Background: an optimization exercise with open tools, aiming at a short achievable clock period and few clock cycles. Do not read the settings as production practice. Function was checked by simulation only, so behaviour that the tests miss may differ from the original. No activity file was given, so power comes from the tool's default toggle rates.

==> flow/design.v <==
module z70_core (
    input  wire       clk,
    input  wire       rst,
    input  wire [8:0] pend,
    output wire [7:0] mem_addr,
    output wire       mem_we,
    output wire [7:0] mem_wdata,
    input  wire [7:0] mem_rdata,
    output wire       halted,
    output wire       faulted,
    output wire [1:0] fault_cause,
    output wire [7:0] fault_pc,
    output wire [8:0] fault_info,
    output wire [7:0] reg_a,
    output wire [7:0] reg_b,
    output wire [7:0] reg_i,
    output wire [8:0] pc,
    output wire [4:0] flags
);
    localparam C_FETCH_PAST_END = 2'd1;
    localparam C_ILLEGAL_OPCODE = 2'd2;
    localparam C_ILLEGAL_MODE   = 2'd3;
    localparam K_A   = 3'd0;
    localparam K_B   = 3'd1;
    localparam K_I   = 3'd2;
    localparam K_IND = 3'd3;
    localparam K_IMM = 3'd4;
    localparam K_DIR = 3'd5;
    localparam T_OP    = 3'd0;   
    localparam T_JCC   = 3'd1;   
    localparam T_HALT  = 3'd2;   
    localparam T_FAULT = 3'd3;   
    localparam T_NOP   = 3'd4;   
    reg [8:0] pend_r;
    reg  [2047:0] mir;
    reg  [255:0]  vld;
    reg [7:0] ra, rb, ri;
    reg       f_of, f_cf, f_zf, f_pf, f_sf;
    reg       st_halt, st_fault;
    reg       pw_q;             
    reg [7:0] pa_q, pd_q;
    reg       fl_v;             
    reg [7:0] fl_a;
    reg [7:0] qa0, qa1, qa2, qa3;
    reg [7:0] qd0, qd1, qd2, qd3;
    reg [2:0] qn;
    reg [7:0] sp;               
    assign mem_addr  = pa_q;
    assign mem_we    = pw_q;
    assign mem_wdata = pd_q;
    reg [8:0] fpc, fpc1;        
    reg       f_act;
    wire [7:0] fb0, fb1;
    wire       fv0, fv1;
    z70_rd8 u_rf0 (.d(mir), .a(fpc[7:0]),  .q(fb0));
    z70_rd8 u_rf1 (.d(mir), .a(fpc1[7:0]), .q(fb1));
    z70_rd1 u_vf0 (.d(vld), .a(fpc[7:0]),  .q(fv0));
    z70_rd1 u_vf1 (.d(vld), .a(fpc1[7:0]), .q(fv1));
    wire       fd_nop, fd_jump, fd_binary, fd_unary, fd_ill_op, fd_ill_md;
    wire       fd_extra, fd_dst_mem, fd_src_mem, fd_needs_read, fd_mem_is_ind;
    wire [2:0] fd_dkind, fd_skind;
    z70_decode u_dec_f (
        .ins(fb0), .is_nop(fd_nop), .is_jump(fd_jump), .is_binary(fd_binary),
        .is_unary(fd_unary), .is_ill_op(fd_ill_op), .is_ill_md(fd_ill_md),
        .dkind(fd_dkind), .skind(fd_skind), .has_extra(fd_extra), .dst_mem(fd_dst_mem),
        .src_mem(fd_src_mem), .needs_read(fd_needs_read), .mem_is_ind(fd_mem_is_ind)
    );
    wire f_end  = (fpc >= pend_r);
    wire f_last = (fpc1 == pend_r);      
    reg       r_v;
    reg [2:0] r_t;
    reg [8:0] r_pc;
    reg [7:0] r_b0, r_b1;
    wire       rd_nop, rd_jump, rd_binary, rd_unary, rd_ill_op, rd_ill_md;
    wire       rd_extra, rd_dst_mem, rd_src_mem, rd_needs_read, rd_mem_is_ind;
    wire [2:0] rd_dkind, rd_skind;
    z70_decode u_dec_r (
        .ins(r_b0), .is_nop(rd_nop), .is_jump(rd_jump), .is_binary(rd_binary),
        .is_unary(rd_unary), .is_ill_op(rd_ill_op), .is_ill_md(rd_ill_md),
        .dkind(rd_dkind), .skind(rd_skind), .has_extra(rd_extra), .dst_mem(rd_dst_mem),
        .src_mem(rd_src_mem), .needs_read(rd_needs_read), .mem_is_ind(rd_mem_is_ind)
    );
    wire [7:0] r_addr = rd_mem_is_ind ? ri : r_b1;
    wire [7:0] r_mb;
    wire       r_mv;
    z70_rd8 u_rr (.d(mir), .a(r_addr), .q(r_mb));
    z70_rd1 u_vr (.d(vld), .a(r_addr), .q(r_mv));
    reg       x_v;
    reg [2:0] x_t;
    reg [8:0] x_pc;
    reg [7:0] x_b0, x_b1;
    reg [7:0] x_mv;             
    reg [7:0] x_addr;           
    wire       is_nop, is_jump, is_binary, is_unary, is_ill_op, is_ill_md;
    wire       has_extra, dst_mem, src_mem, needs_read, mem_is_ind;
    wire [2:0] dkind, skind;
    z70_decode u_dec_x (
        .ins(x_b0), .is_nop(is_nop), .is_jump(is_jump), .is_binary(is_binary),
        .is_unary(is_unary), .is_ill_op(is_ill_op), .is_ill_md(is_ill_md),
        .dkind(dkind), .skind(skind), .has_extra(has_extra), .dst_mem(dst_mem),
        .src_mem(src_mem), .needs_read(needs_read), .mem_is_ind(mem_is_ind)
    );
    wire [3:0] op   = x_b0[7:4];
    wire [3:0] mode = x_b0[3:0];
    reg taken;
    always @(*) begin
        case (mode[2:0])
            3'd0: taken = 1'b1;
            3'd1: taken = f_zf;
            3'd2: taken = f_sf;
            3'd3: taken = f_cf;
            3'd4: taken = f_of;
            default: taken = f_pf;
        endcase
    end
    reg [7:0] dval, sval;
    always @(*) begin
        case (dkind)
            K_A: dval = ra;
            K_B: dval = rb;
            K_I: dval = ri;
            default: dval = x_mv;
        endcase
        case (skind)
            K_A: sval = ra;
            K_B: sval = rb;
            K_I: sval = ri;
            K_IMM: sval = x_b1;
            default: sval = x_mv;
        endcase
    end
    reg [7:0] res;
    reg       wen, fwen, logical, carry, ovf;
    reg [8:0] sum;
    always @(*) begin
        res     = 8'h00;
        wen     = 1'b1;
        fwen    = 1'b1;
        logical = 1'b0;
        carry   = 1'b0;
        ovf     = 1'b0;
        sum     = 9'd0;
        case (op)
            4'h1: begin  
                sum   = {1'b0, dval} + {1'b0, sval};
                res   = sum[7:0];
                carry = sum[8];
                ovf   = (dval[7] == sval[7]) && (res[7] != dval[7]);
            end
            4'h2, 4'h3: begin  
                sum   = {1'b0, dval} - {1'b0, sval};
                res   = sum[7:0];
                carry = sum[8];
                ovf   = (dval[7] != sval[7]) && (res[7] != dval[7]);
                wen   = (op == 4'h2);
            end
            4'h4: begin  
                res     = dval & sval;
                logical = 1'b1;
            end
            4'h5: begin  
                res     = dval | sval;
                logical = 1'b1;
            end
            4'h6: begin  
                res  = sval;
                fwen = 1'b0;
            end
            4'h7: begin  
                res   = dval + 8'd1;
                carry = f_cf;
                ovf   = (dval == 8'h7F);
            end
            4'h8: begin  
                res   = dval - 8'd1;
                carry = f_cf;
                ovf   = (dval == 8'h80);
            end
            4'h9: begin  
                res  = ~dval;
                fwen = 1'b0;
            end
            4'hA: begin  
                res   = {1'b0, dval[7:1]};
                carry = dval[0];
                ovf   = dval[7];
            end
            4'hB: begin  
                res   = {dval[6:0], 1'b0};
                carry = dval[7];
                ovf   = dval[7] ^ dval[6];
            end
            default: begin
                wen  = 1'b0;
                fwen = 1'b0;
            end
        endcase
    end
    wire x_op   = x_v && (x_t == T_OP);
    wire x_jcc  = x_v && (x_t == T_JCC);
    wire x_term = x_v && (x_t == T_HALT || x_t == T_FAULT);
    wire st_en   = x_op && dst_mem && wen;           
    wire [7:0] st_a = x_addr;
    wire [7:0] st_d = res;
    wire x_wr_i  = x_op && wen && (dkind == K_I);
    wire jmp_redir = x_jcc && taken;
    wire [7:0] st_r0 = st_a - r_pc[7:0];
    wire [7:0] st_f0 = st_a - fpc[7:0];
    wire smc_r = r_v && (st_r0[7:1] == 7'd0);
    wire smc_f = f_act && (st_f0[7:1] == 7'd0);
    wire smc   = st_en && (smc_r || smc_f);
    wire redir = jmp_redir || smc;
    wire [8:0] redir_pc = jmp_redir ? {1'b0, x_b1} : (r_v ? r_pc : fpc);
    wire r_isop  = r_v && (r_t == T_OP);
    wire r_need  = r_isop && rd_needs_read;
    wire r_fwd   = st_en && (st_a == r_addr);
    wire r_ihaz  = r_isop && rd_mem_is_ind && x_wr_i;
    wire r_stall = r_ihaz || (r_need && !r_fwd && !r_mv);
    wire [7:0] r_opnd = r_fwd ? st_d : r_mb;
    wire f_stall = r_stall;         
    reg        f_emit;
    reg  [2:0] f_t;
    reg        f_stop;
    reg        f_adv;
    reg  [8:0] f_npc;
    always @(*) begin
        f_emit = 1'b0;
        f_t    = T_OP;
        f_stop = 1'b0;
        f_adv  = 1'b0;
        f_npc  = fpc1;
        if (f_end) begin
            f_emit = 1'b1; f_t = T_HALT; f_stop = 1'b1;
        end else if (fv0) begin
            if (fd_ill_op || fd_ill_md) begin
                f_emit = 1'b1; f_t = T_FAULT; f_stop = 1'b1;
            end else if (fd_extra && f_last) begin
                f_emit = 1'b1; f_t = T_FAULT; f_stop = 1'b1;
            end else if (fd_extra) begin
                if (fv1) begin
                    f_adv = 1'b1;
                    f_emit = 1'b1;
                    if (fb0 == 8'hF0) begin
                        f_npc = {1'b0, fb1};
                        f_t   = T_NOP;
                    end else begin
                        f_npc  = fpc + 9'd2;
                        f_t    = fd_jump ? T_JCC : T_OP;
                    end
                end
            end else begin
                f_adv = 1'b1;
                f_npc = fpc1;
                f_emit = 1'b1;
                f_t    = fd_nop ? T_NOP : T_OP;
            end
        end
    end
    wire [7:0] pf0 = fpc[7:0] + 8'd2;
    wire [7:0] pf1 = fpc[7:0] + 8'd3;
    wire [7:0] pf2 = ri + 8'd1;
    wire [7:0] pf3 = sp;
    wire [7:0] pf4 = sp + 8'd1;
    wire pv0, pv1, pv2, pv3, pv4;
    z70_rd1 u_vp0 (.d(vld), .a(pf0), .q(pv0));
    z70_rd1 u_vp1 (.d(vld), .a(pf1), .q(pv1));
    z70_rd1 u_vp2 (.d(vld), .a(pf2), .q(pv2));
    z70_rd1 u_vp3 (.d(vld), .a(pf3), .q(pv3));
    z70_rd1 u_vp4 (.d(vld), .a(pf4), .q(pv4));
    function inflight(input [7:0] a, input pw, input [7:0] pa, input fv, input [7:0] fa);
        inflight = (!pw && pa == a) || (fv && fa == a);
    endfunction
    reg       dem_v;
    reg [7:0] dem_a;
    always @(*) begin
        dem_v = 1'b0;
        dem_a = 8'h00;
        if (r_need && !r_mv && !r_fwd && !inflight(r_addr, pw_q, pa_q, fl_v, fl_a)) begin
            dem_v = 1'b1; dem_a = r_addr;
        end else if (f_act && !f_end && !fv0 && !inflight(fpc[7:0], pw_q, pa_q, fl_v, fl_a)) begin
            dem_v = 1'b1; dem_a = fpc[7:0];
        end else if (f_act && !f_end && fv0 && fd_extra && !f_last && !fv1 &&
                     !inflight(fpc1[7:0], pw_q, pa_q, fl_v, fl_a)) begin
            dem_v = 1'b1; dem_a = fpc1[7:0];
        end
    end
    reg       pfv;
    reg [7:0] pfa;
    reg [7:0] sp_n;
    reg       s0ok, s1ok;
    always @(*) begin
        pfv  = 1'b1;
        pfa  = pf0;
        s0ok = pv3 || inflight(pf3, pw_q, pa_q, fl_v, fl_a);
        s1ok = pv4 || inflight(pf4, pw_q, pa_q, fl_v, fl_a);
        sp_n = sp;
        if (!pv0 && !inflight(pf0, pw_q, pa_q, fl_v, fl_a)) pfa = pf0;
        else if (!pv1 && !inflight(pf1, pw_q, pa_q, fl_v, fl_a)) pfa = pf1;
        else if (!pv2 && !inflight(pf2, pw_q, pa_q, fl_v, fl_a)) pfa = pf2;
        else if (!s0ok) begin pfa = pf3; s0ok = 1'b1; end
        else if (!s1ok) begin pfa = pf4; s1ok = 1'b1; end
        else pfv = 1'b0;
        if (s0ok) sp_n = s1ok ? sp + 8'd2 : sp + 8'd1;
    end
    wire [2:0] q_tot = qn + {2'b0, st_en};
    wire       do_w  = (q_tot != 3'd0) && (!dem_v || q_tot >= 3'd3);
    reg  [7:0] la [0:4];
    reg  [7:0] ld [0:4];
    integer j;
    always @(*) begin
        la[0] = qa0; la[1] = qa1; la[2] = qa2; la[3] = qa3; la[4] = st_a;
        ld[0] = qd0; ld[1] = qd1; ld[2] = qd2; ld[3] = qd3; ld[4] = st_d;
        for (j = 0; j < 4; j = j + 1) begin
            if (qn == j[2:0]) begin la[j] = st_a; ld[j] = st_d; end
        end
    end
    assign reg_a   = ra;
    assign reg_b   = rb;
    assign reg_i   = ri;
    assign pc      = x_pc;
    assign flags   = {f_of, f_cf, f_zf, f_pf, f_sf};
    assign halted  = st_halt;
    assign faulted = st_fault;
    wire   [8:0] x_pc1 = x_pc + 9'd1;
    assign fault_cause = is_ill_op ? C_ILLEGAL_OPCODE : is_ill_md ? C_ILLEGAL_MODE : C_FETCH_PAST_END;
    assign fault_pc    = x_pc[7:0];
    assign fault_info  = (is_ill_op || is_ill_md) ? {1'b0, x_b0} : x_pc1;
    integer k;
    always @(posedge clk) begin
        for (k = 0; k < 256; k = k + 1) begin
            if (st_en && st_a == k[7:0])
                mir[k*8 +: 8] <= st_d;
            else if (fl_v && fl_a == k[7:0] && !vld[k])
                mir[k*8 +: 8] <= mem_rdata;
        end
    end
    always @(posedge clk) begin
        if (rst) begin
            vld <= 256'd0;
        end else begin
            for (k = 0; k < 256; k = k + 1) begin
                if ((st_en && st_a == k[7:0]) || (fl_v && fl_a == k[7:0]))
                    vld[k] <= 1'b1;
            end
        end
    end
    always @(posedge clk) begin
        if (rst) begin
            pend_r   <= pend;
            ra       <= 8'h00;
            rb       <= 8'h00;
            ri       <= 8'h00;
            f_of     <= 1'b0;
            f_cf     <= 1'b0;
            f_zf     <= 1'b0;
            f_pf     <= 1'b0;
            f_sf     <= 1'b0;
            st_halt  <= 1'b0;
            st_fault <= 1'b0;
            pw_q     <= 1'b0;
            pa_q     <= 8'h00;
            pd_q     <= 8'h00;
            fl_v     <= 1'b0;
            fl_a     <= 8'h00;
            qn       <= 3'd0;
            sp       <= 8'h00;
            fpc      <= 9'd0;
            fpc1     <= 9'd1;
            f_act    <= 1'b1;
            r_v      <= 1'b0;
            r_t      <= T_OP;
            r_pc     <= 9'd0;
            r_b0     <= 8'h00;
            r_b1     <= 8'h00;
            x_v      <= 1'b0;
            x_t      <= T_OP;
            x_pc     <= 9'd0;
            x_b0     <= 8'h00;
            x_b1     <= 8'h00;
            x_mv     <= 8'h00;
            x_addr   <= 8'h00;
        end else begin
            if (x_op) begin
                if (wen && !dst_mem) begin
                    case (dkind)
                        K_A: ra <= res;
                        K_B: rb <= res;
                        default: ri <= res;
                    endcase
                end
                if (fwen) begin
                    f_zf <= (res == 8'h00);
                    f_sf <= res[7];
                    f_pf <= ~^res;
                    f_cf <= logical ? 1'b0 : carry;
                    f_of <= logical ? 1'b0 : ovf;
                end
            end
            if (x_term && qn == 3'd0) begin
                if (x_t == T_HALT) st_halt  <= 1'b1;
                else               st_fault <= 1'b1;
            end
            if (!x_term) begin
                if (redir || r_stall || !r_v) begin
                    x_v <= 1'b0;
                end else begin
                    x_v    <= 1'b1;
                    x_t    <= r_t;
                    x_pc   <= r_pc;
                    x_b0   <= r_b0;
                    x_b1   <= r_b1;
                    x_mv   <= r_opnd;
                    x_addr <= r_addr;
                end
            end
            if (redir) begin
                r_v <= 1'b0;
            end else if (!(r_v && r_stall)) begin
                r_v  <= f_act && f_emit;
                r_t  <= f_t;
                r_pc <= fpc;
                r_b0 <= fb0;
                r_b1 <= (f_t == T_FAULT || f_t == T_HALT) ? fb0 : fb1;
            end
            if (redir) begin
                fpc   <= redir_pc;
                fpc1  <= redir_pc + 9'd1;
                f_act <= 1'b1;
            end else if (f_act && !f_stall) begin
                if (f_stop) f_act <= 1'b0;
                if (f_adv) begin
                    fpc  <= f_npc;
                    fpc1 <= f_npc + 9'd1;
                end
            end
            fl_v <= !pw_q;
            fl_a <= pa_q;
            if (do_w) begin
                pw_q <= 1'b1;
                pa_q <= la[0];
                pd_q <= ld[0];
                qa0 <= la[1]; qd0 <= ld[1];
                qa1 <= la[2]; qd1 <= ld[2];
                qa2 <= la[3]; qd2 <= ld[3];
                qa3 <= la[4]; qd3 <= ld[4];
                qn  <= q_tot - 3'd1;
            end else begin
                pw_q <= 1'b0;
                pa_q <= dem_v ? dem_a : pfa;
                qa0 <= la[0]; qd0 <= ld[0];
                qa1 <= la[1]; qd1 <= ld[1];
                qa2 <= la[2]; qd2 <= ld[2];
                qa3 <= la[3]; qd3 <= ld[3];
                qn  <= q_tot;
            end
            if (!do_w && !dem_v) sp <= sp_n;
            else if (pv3 && pv4) sp <= sp + 8'd2;
        end
    end
endmodule
module z70_rd8 (
    input  wire [2047:0] d,
    input  wire [7:0]    a,
    output wire [7:0]    q
);
    wire [8*511-1:0] n;
    genvar i;
    generate
        for (i = 0; i < 256; i = i + 1) begin : g_leaf
            assign n[(255 + i)*8 +: 8] = d[i*8 +: 8];
        end
        for (i = 0; i < 255; i = i + 1) begin : g_node
            localparam integer DEP = (i < 1) ? 0 : (i < 3) ? 1 : (i < 7) ? 2 : (i < 15) ? 3 :
                                     (i < 31) ? 4 : (i < 63) ? 5 : (i < 127) ? 6 : 7;
            assign n[i*8 +: 8] = a[7 - DEP] ? n[(2*i + 2)*8 +: 8] : n[(2*i + 1)*8 +: 8];
        end
    endgenerate
    assign q = n[7:0];
endmodule
module z70_rd1 (
    input  wire [255:0] d,
    input  wire [7:0]   a,
    output wire         q
);
    assign q = d[a];
endmodule
module z70_decode (
    input  wire [7:0] ins,
    output wire       is_nop,
    output wire       is_jump,
    output wire       is_binary,
    output wire       is_unary,
    output wire       is_ill_op,
    output wire       is_ill_md,
    output reg  [2:0] dkind,
    output reg  [2:0] skind,
    output wire       has_extra,
    output wire       dst_mem,
    output wire       src_mem,
    output wire       needs_read,
    output wire       mem_is_ind
);
    localparam K_A   = 3'd0;
    localparam K_B   = 3'd1;
    localparam K_I   = 3'd2;
    localparam K_IND = 3'd3;
    localparam K_IMM = 3'd4;
    localparam K_DIR = 3'd5;
    wire [3:0] op   = ins[7:4];
    wire [3:0] mode = ins[3:0];
    assign is_nop    = (ins == 8'hFF);
    assign is_jump   = (op == 4'hF) && (mode <= 4'd5);
    assign is_binary = (op >= 4'h1) && (op <= 4'h6);
    wire   is_unop   = (op >= 4'h7) && (op <= 4'hB);
    assign is_unary  = is_unop && (mode <= 4'd3);
    assign is_ill_md = is_unop && (mode > 4'd3);
    assign is_ill_op = !is_nop && !is_jump && !is_binary && !is_unop;
    always @(*) begin
        dkind = K_A;
        skind = K_A;
        if (is_binary) begin
            case (mode)
                4'h0: begin dkind = K_A;   skind = K_B;   end
                4'h1: begin dkind = K_A;   skind = K_I;   end
                4'h2: begin dkind = K_A;   skind = K_IND; end
                4'h3: begin dkind = K_A;   skind = K_IMM; end
                4'h4: begin dkind = K_A;   skind = K_DIR; end
                4'h5: begin dkind = K_B;   skind = K_A;   end
                4'h6: begin dkind = K_B;   skind = K_I;   end
                4'h7: begin dkind = K_B;   skind = K_IND; end
                4'h8: begin dkind = K_B;   skind = K_IMM; end
                4'h9: begin dkind = K_B;   skind = K_DIR; end
                4'hA: begin dkind = K_I;   skind = K_A;   end
                4'hB: begin dkind = K_I;   skind = K_B;   end
                4'hC: begin dkind = K_I;   skind = K_IMM; end
                4'hD: begin dkind = K_IND; skind = K_A;   end
                4'hE: begin dkind = K_IND; skind = K_B;   end
                default: begin dkind = K_DIR; skind = K_A; end
            endcase
        end else begin
            case (mode[1:0])
                2'd0: dkind = K_A;
                2'd1: dkind = K_B;
                2'd2: dkind = K_I;
                default: dkind = K_IND;
            endcase
        end
    end
    wire   is_mov     = (op == 4'h6);
    assign has_extra  = is_jump || (is_binary && (skind == K_IMM || skind == K_DIR || dkind == K_DIR));
    assign dst_mem    = (dkind == K_IND) || (dkind == K_DIR);
    assign src_mem    = is_binary && ((skind == K_IND) || (skind == K_DIR));
    assign needs_read = src_mem || (dst_mem && !is_mov);
    assign mem_is_ind = (dkind == K_IND) || (is_binary && skind == K_IND);
endmodule
==> flow/run.sh <==
#!/bin/bash
# synth_recipe.tcl (not shown) runs the flow's synth.tcl, then flattens the netlist and writes it again
# the make line also repeats each setting of config.mk as NAME=value (left out here)
make -C /OpenROAD-flow-scripts/flow DESIGN_CONFIG=/design/flow/config.mk WORK_HOME=/design/flow/orfs CLKGATE_MAP_FILE= SYNTH_SCRIPT=/design/flow/synth_recipe.tcl finish
==> flow/config.mk <==
export PLATFORM = sky130hd
export DESIGN_NAME = z70_core
export DESIGN_NICKNAME = z70_core
export VERILOG_FILES = /design/flow/design.v
export SDC_FILE = /design/flow/constraint.sdc
export NUM_CORES = 4
export LEC_CHECK = 0
export ABC_CLOCK_PERIOD_IN_PS = 3500
export CAP_MARGIN = 20
export CORE_MARGIN = 2
export CORE_UTILIZATION = 40
export SETUP_SLACK_MARGIN = 3
export SLEW_MARGIN = 20
==> flow/constraint.sdc <==
create_clock -name core_clock -period 8.5 [get_ports {clk}]
set_input_delay 1.7000 -clock core_clock [delete_from_list [all_inputs] [get_ports {clk}]]
set_output_delay 1.7000 -clock core_clock [all_outputs]
set_load 0.01 [all_outputs]
==> notes.md <==
final timing paths:
kind,startpoint,to,slack (ns),depth (start not counted)
max reg2reg,fpc[5],qd3[1],1.60,19
max,fpc[5],qd3[1],1.60,19
min reg2reg,pd_q[5],pd_q[5],0.46,2
min,pd_q[5],pd_q[5],0.46,2
flip-flops by register name, summed over array words and instances, names as in the netlist, 9 cells and up, named ones only:
name,cells
fpc,9
fpc1,9
mir,2048
pend_r,9
r_pc,9
vld,256
x_pc,9
critical path, stage by stage (launching register included):
cell	delay, ns
dfxtp_4	0.74
buf_4	0.48
buf_4	0.70
o21ai_0	0.25
a31oi_2	0.99
or3_1	0.23
a32o_1	0.37
nand4_1	0.33
nor4b_2	0.38
a31oi_2	0.09
buf_4	0.19
buf_12	0.12
nor4_4	0.16
or2_4	0.20
a211oi_4	0.07
or2_4	0.35
buf_6	0.14
a21oi_4	0.24
buf_6	0.20
mux2_4	0.31
cells by family after synthesis:
logic type | after synthesis
AND/OR/NAND/NOR | 5970
flip-flops | 2550
XOR/XNOR | 187
AO/OA/AOI/OAI | 4874
buffers and inverters | 2274
adder cells (fa/ha/maj) | 89
multiplexers | 2204
cell usage after synthesis (41+ instances only):
cell / n / area share, %
a21oi_1: 688 / 1.9
ha_1: 83 / 0.57
dfxtp_1: 429 / 4.7
o221ai_1: 67 / 0.32
nor3_1: 384 / 1.0
mux4_2: 1618 / 20
buf_4: 62 / 0.25
nand2_1: 4209 / 8.6
mux2_2: 60 / 0.37
a311oi_1: 494 / 2.4
xor2_1: 59 / 0.28
and3_1: 377 / 1.3
buf_2: 170 / 0.46
a221oi_1: 41 / 0.20
nor2_1: 363 / 0.74
edfxtp_1: 2121 / 35
o21ai_0: 2396 / 6.5
a31oi_1: 124 / 0.42
nand3_1: 354 / 0.97
o211ai_1: 49 / 0.20
a22oi_1: 57 / 0.23
mux2i_1: 467 / 2.5
buf_1: 138 / 0.28
a211oi_1: 480 / 2.0
o22ai_1: 89 / 0.30
xnor2_1: 118 / 0.56
clkbuf_1: 1600 / 3.3
buf_6: 59 / 0.36
inv_1: 185 / 0.38
timing repair:
action                     4_1_cts  5_1_grt
setup endpoints to repair     2426     1828
buffers inserted               214      232
gates cloned                    57       99
pin swaps                      100      307
resized for setup              477     1013
power breakdown:
group          leakage [nW]  internal (W)  switching, W
clock                  4.82       0.00768       0.00606
combinational          47.6        0.0149        0.0277
sequential             22.6        0.0140      0.000720
layout make-up:
type                    instances  area [um^2]  share of cell area (%)
repair buffers               1541        17900                    8.33
multi-input cells           13333       106000                    49.2
well taps                    6125         7660                    3.56
inverters                     198          863                   0.401
flip-flops and latches       2550        72400                    33.6
clock inverters               144         1520                   0.708
diodes                        109          273                   0.127
clock buffers                 408         8410                    3.91
repair inverters                9          193                  0.0896
placed cells by master, fill, tap and decap left out, types with 85 or more instances in the layout:
master / count
nand2_1: 4181
edfxtp_1: 2121
o21ai_0: 2076
mux4_2: 1618
buf_4: 945
a21oi_1: 627
a311oi_1: 486
a211oi_1: 459
mux2i_1: 447
dfxtp_1: 402
clkbuf_16: 384
and3_1: 373
nand3_1: 343
nor2_1: 308
nor3_1: 287
o21ai_2: 221
buf_12: 165
inv_1: 164
buf_6: 136
a31oi_1: 110
diode_2: 109
xnor2_1: 107
o21ai_1: 100
clkdlybuf4s50_1: 85
stage by stage:
step,power [W],setup slack [ns]
2_1_floorplan,0.0338,1.31
3_3_place_gp,0.0465,0.422
3_5_place_dp,0.0467,0.446
4_1_cts,0.0641,2.06
5_1_grt,0.0709,1.77
6_report,0.0711,1.60
metal layers:
| metal | track usage (%) | vias up | routed length (um) |
|---|---|---|---|
| met2 | 56.3 | 18540 | 405000 |
| met4 | 28.2 | 60 | 102000 |
| met5 | 0.666 | - | 1000 |
| met3 | 18.4 | 4500 | 182000 |
| li1 | - | 69214 | - |
| met1 | 50.7 | 88106 | 340000 |
==> flow_metrics.py <==
metrics = {
    "status": {
        "status": "timing/DRC/antenna clean",
    },
    "finish": {
        "final_core_util_pct": 47.1,
        "final_cell_area_mm2": 0.215,
        "layout.cells.non_filler": 24417,
        "drive_gt1_share_pct": 24.5,
        "areaGrowthSynthToFinish_pct": 17.3,
        "nNetsFinal": 18046,
        "fillCellCount": 41368,
    },
    "drt": {
        "drc": 0,
        "totalWireLength_um": 1030000,
        "vias": 180420,
        "avgRoutedWirePerCell_um": 42.2,
        "firstDrtPassIters": 10,
        "drtAntennaViolNets": 0,
        "drt-initial-drc-count": 33992,
        "routed_via_density": 7.39,
    },
    "floorplanning": {
        "io_pins": 95,
        "die_w_um": 681,
        "rows": 248,
        "core_area_mm2": 0.456,
        "die_height_um": 681,
        "dieArea_mm2": 0.464,
        "initial_core_util_pct": 40.2,
    },
    "grt": {
        "grtUsageTotal_pct": 40.8,
        "first_global_vias": 157718,
        "antenna_found_initial": 117,
        "grt_start_max_net_pins": 143,
        "grt-ovfl-total": 0,
        "grt_pass1_wl_um": 1330000,
    },
    "synthesis": {
        "ys_ff_latch": 2550,
        "yosys_warnings": 4,
        "ys.flop_type": "edfxtp_1",
        "synth_top_family_by_area": "multiplexers",
        "synth_nets": 18255,
        "synthCells": 18148,
        "synth_simple_gate_area_share_pct": 13.7,
        "synthesis.area_mm2": 0.183,
        "synth_compound_area_share_pct": 16.4,
        "yosysSeqAreaShare_pct": 39.4,
        "synthMuxAreaShare_pct": 23.5,
        "yosys.area_share.adder_pct": 0.626,
        "avgSynthCellArea_um2": 10.1,
        "synth_edf_count": 2121,
        "ys_types": 141,
        "synth-async-reset-ratio_pct": 0,
        "synthXorXnorAreaFrac_pct": 0.964,
    },
    "sta": {
        "clock_skew_ns": 0.0871,
        "whs_ns": 0.456,
        "worst_pin_slew_ns": 1.38,
        "fmax_mhz": 145,
        "min_period_ns": 6.90,
        "period_share_pct": 81.2,
        "relSlewSlack_pct": 7.79,
        "slew_violations": 0,
        "hold_violations": 0,
        "setup_viol": 0,
        "finalSetupTns_ns": 0,
        "rsz0062_at_grt": "yes",
    },
    "placed_design": {
        "placed_cell_area_mm2": 0.192,
        "dp.cells": 23151,
        "io_buffer_count": 94,
        "hpwl_um": 642000,
        "place_congestion": 1.09,
    },
    "critical_path": {
        "end_kind": "flop",
        "required_ns": 9.29,
        "crit_fanout": 18,
        "worst_setup_path_start_kind": "flop",
        "crit_type": "flop to flop",
        "crit_arrival_ns": 7.69,
    },
    "clocking": {
        "cts_buffers": 306,
        "cts_buffer_depth": 4,
        "cts_root_buffer": "clkbuf_16",
        "cts_hold_buf": 0,
        "clock-sinks": 2550,
        "htree_levels": 5,
        "clock_latency_ns": 1.09,
        "clkTransAtPathRegs_ns": 0.06,
        "tritoncts": "yes",
    },
    "power": {
        "cellPowerDensity_mw_per_mm2": 331,
        "vdd_ir_drop_max_mv": 0.312,
        "cellLeakagePower_nw": 75.0,
    },
    "job": {
        "drv_cap": 0,
    },
    "hold_path": {
        "hp-class": "flop to flop",
    },
}
Testbench counts, summed over its fixed seeds: cycles 60,674.

## static timing again, ports no longer ideal
How much do the figures lean on ideal ports? The routed layout below was timed once more, with nothing changed but the port constraints. Step 1, drivers: a clkbuf_16 drives clk and a buf_2 each remaining input, both assumed. Step 2, shift: input delay + t, output delay - t, t = (earliest + latest rising clock arrival at the registers) / 2. This alone moves slack from input paths to output paths. a / b / c = ideal ports / drivers / drivers and shift; a / b = the first two.
t, ns: 1.172
setup slack, ns: 1.596 / 1.596 / 1.596
latest minus earliest clock arrival (ns): 0.088 / 0.088
slew at the worst register clock pin (ns): 0.08 / 0.08
After both steps setup and hold are still met in this run. The setup slack of this run moves by 0.000 ns with the drivers and by 0.000 ns with both steps.
